Source: an optimization exercise on an open RTL-to-GDS flow (aim: small area, a short achievable clock period and few clock cycles). Production flows keep margins and buffers that such runs may drop.
RTL that was checked went through simulation tests only; none was proved equivalent to the original.
Power figures rest on the tool's default switching activity, not on a simulated workload.

## bdd_deframer
module bdd_deframer (
    input  wire        clk,
    input  wire        rst,
    input  wire        in_valid,
    input  wire [7:0]  in_data,
    output wire        in_ready,
    output wire        out_valid,
    output wire [7:0]  out_data,
    input  wire        out_ready,
    output wire        chunk_done,
    output reg         locked,
    output reg         sel,
    output reg  [15:0] frame_count,
    output reg  [15:0] fcs_err_count,
    output reg  [15:0] in_byte_count,
    output reg  [15:0] out_byte_count
);
Size in the first run: about 3000 cells after synthesis, roughly 89 I/O pins.
Settings: LEC_CHECK=0, CAP_MARGIN=20, CORE_MARGIN=2, CORE_UTILIZATION=40, SETUP_SLACK_MARGIN=5, SLEW_MARGIN=20; clock period 10.0 ns.
run.sh (not shown) runs the stock make flow with config.mk's settings and CLKGATE_MAP_FILE= SYNTH_SCRIPT=/design/flow/synth_recipe.tcl, a recipe that flattens the netlist after the stock synthesis.
==> next run, changes <==
--- a/flow/design.v
+++ b/flow/design.v
@@ -527,14 +527,14 @@
     end
     localparam [1:0] E_IDLE = 2'd0, E_LEN = 2'd1, E_PAY = 2'd2;
     reg  [1:0] e_st;
     reg        e_dec;
     reg  [4:0] e_len;
     reg  [4:0] e_rem;
-    reg        e1_v, f_v, g_v;
-    reg  [7:0] e1_d, f_d, g_d;
+    reg        f_v, g_v;
+    reg  [7:0] f_d, g_d;
     reg  [7:0] nbyte;
     assign out_valid = f_v;
     assign out_data  = f_d;
     wire make = !g_v && ((e_st != E_IDLE) || (q_cnt != 3'd0));
     wire pop  = f_v && out_ready;
     wire [15:0] rp0_inc   = add16({11'd0, rp0}, 16'd0, 1'b1);
@@ -566,43 +566,37 @@
                 default: e_st <= E_LEN;
             endcase
         end
     end
     always @(posedge clk) begin
         if (make) begin
-            e1_d <= nbyte;
             case (e_st)
                 E_PAY:   e_rem <= e_rem_dec[4:0];
                 E_LEN:   e_rem <= e_len;
                 default: begin
                     e_dec <= q_head[5];
                     e_len <= q_head[4:0];
                 end
             endcase
         end
     end
-    wire e1_mv = !g_v || pop;
     always @(posedge clk) begin
         if (rst || rst_r) begin
-            e1_v <= 1'b0;
-            f_v  <= 1'b0;
-            g_v  <= 1'b0;
-        end else begin
-            if (e1_mv)
-                e1_v <= make;
-            if (pop) begin
-                f_v <= g_v || e1_v;
-                g_v <= g_v && e1_v;
-            end else if (!f_v) begin
-                f_v <= e1_v;
-            end else begin
-                g_v <= g_v || e1_v;
-            end
+            f_v <= 1'b0;
+            g_v <= 1'b0;
+        end else if (pop && g_v) begin
+            g_v <= 1'b0;
+        end else if (pop || !f_v) begin
+            f_v <= make;
+        end else if (make) begin
+            g_v <= 1'b1;
         end
     end
     always @(posedge clk) begin
-        if (pop ? 1'b1 : !f_v)
-            f_d <= (pop && g_v) ? g_d : e1_d;
-        if (!g_v || pop)
-            g_d <= e1_d;
+        if (pop && g_v)
+            f_d <= g_d;
+        else if (pop || !f_v)
+            f_d <= nbyte;
+        if (f_v && !pop && make)
+            g_d <= nbyte;
     end
 endmodule
After rerunning:
- routed wire length is higher by 1.1%
- via count is lower by 1.4%
- clock power is higher by 5.5%
- sequential share of layout area stays flat
- register-to-register slack is worse by 0.30 ns
- total power is higher by 3.0%
- hold slack is worse by 0.0039 ns
- die area is lower by 1.6%
- sequential cell count is lower by 9
- global-route usage is higher by 0.15 points
- synthesized cell count is lower by 2.2%
- critical path depth is higher by 7
Testbench counts after the change, summed over its fixed seeds: cycles 6,709.
For the first run of this note, only the layout was checked, not whether the RTL still works.

* * *

Setup of the baseline:
Another version of the RTL of bdd_deframer (not shown whole).
For scale: ~89 I/O pins.
clock: 10.0 ns
lec_check: 0
cap_margin: 20
core_margin: 2
core_utilization: 40
setup_slack_margin: 5
slew_margin: 20
The baseline: PASS, flow complete, no timing, DRC or antenna violations
Testbench counts of the baseline, summed over its fixed seeds: cycles 6,701.
For the candidate, these inputs were changed with respect to the baseline:
-- flow/design.v --
<<< the baseline, line 170
        nb = q_anyflag ? q_mpost : (nbits - (q_ns[1] ? 3'd1 : q_ns[2] ? 3'd2 : 3'd0));
    end
    reg        p_comp, p_ev1c, p_ev1a, p_ext, p_rs, p_f0;
    reg  [7:0] p_cb;
    always @(posedge clk) begin
>>> the candidate, line 170
        nb = q_anyflag ? q_mpost : (nbits - (q_ns[1] ? 3'd1 : q_ns[2] ? 3'd2 : 3'd0));
    end
    reg        p_comp, p_ev1c, p_ev1a, p_ext, p_rs;
    reg  [7:0] p_cb;
    always @(posedge clk) begin
<<< the baseline, line 184
            p_ext  <= q_ext;
            p_rs   <= q_rs;
            p_f0   <= q_f0;
        end
    end
>>> the candidate, line 184
            p_ext  <= q_ext;
            p_rs   <= q_rs;
        end
    end
<<< the baseline, line 198
    wire [15:0] crc_mid   = wr ? crc_new : crc;
    wire [5:0]  wp_mid    = add6({1'b0, wp}, 6'd0, wr);
    wire        long_en   = p_f0 && ((count >= MIN_FRAME) || (wr && count == MIN_FRAME - 1));
    wire        crc_ok    = wr ? (crc_new == CRC_GOOD) : (crc == CRC_GOOD);
    wire        is_good   = p_ev1c && long_en && crc_ok;
>>> the candidate, line 197
    wire [15:0] crc_mid   = wr ? crc_new : crc;
    wire [5:0]  wp_mid    = add6({1'b0, wp}, 6'd0, wr);
    wire        long_en   = (count >= MIN_FRAME) || (wr && count == MIN_FRAME - 1);
    wire        crc_ok    = wr ? (crc_new == CRC_GOOD) : (crc == CRC_GOOD);
    wire        is_good   = p_ev1c && long_en && crc_ok;
Results
The candidate went all the way through synthesis, placement and routing and the layout is clean on timing, DRC and antenna.
Fraction of standard cell area that is sequential: the baseline vs the candidate — no meaningful difference
Number of global-route vias before repair delta for the candidate relative to the baseline: 156 lower
Relative slew slack | the candidate below the baseline
Summary of the comparison: transition time at the pin with the least slew margin is higher in the candidate, relative to the baseline.
Diff the baseline -> the candidate: die area roughly the same, via count shrank by 288.
Combinational power share was lower in the baseline than in the candidate.
In terms of share of cells above drive strength 1, the baseline and the candidate differ only marginally.
[the candidate] total power rose 1.4% relative to the baseline
Between the candidate and the baseline, the utilization figures differ only marginally.
Testbench counts of the candidate, summed over its fixed seeds: cycles 6,701.

static timing again, ports no longer ideal:
The results above use ideal ports. As a check the final layouts listed here were re-extracted and re-timed, cells and wires unchanged. Step 1, drivers: a clkbuf_16 drives clk and a buf_2 each remaining input, both assumed. Step 2 also shifts input and output timing later by t, the mid clock arrival at the registers, as if the neighbouring blocks saw the same clock. a / b / c = no drivers / after step 1 / after step 2; a / b = the first two.
| run | t, ns | setup WS [ns] | latest minus earliest clock arrival (ns) |
|---|---|---|---|
| the first run of note 1 | 0.729 | 5.932 / 5.860 / 6.355 | 0.052 / 0.052 |
| the second run of note 1 | 0.724 | 6.232 / 6.232 / 6.023 | 0.043 / 0.043 |
| the baseline | 0.720 | 5.788 / 5.731 / 5.717 | 0.032 / 0.031 |
| the candidate | 0.726 | 5.784 / 5.723 / 5.830 | 0.054 / 0.053 |
After both steps setup and hold are still met in every run listed. For the second run of note 1, which loses most, drivers alone change the setup slack by 0.000 ns; drivers and shift together by -0.209 ns.
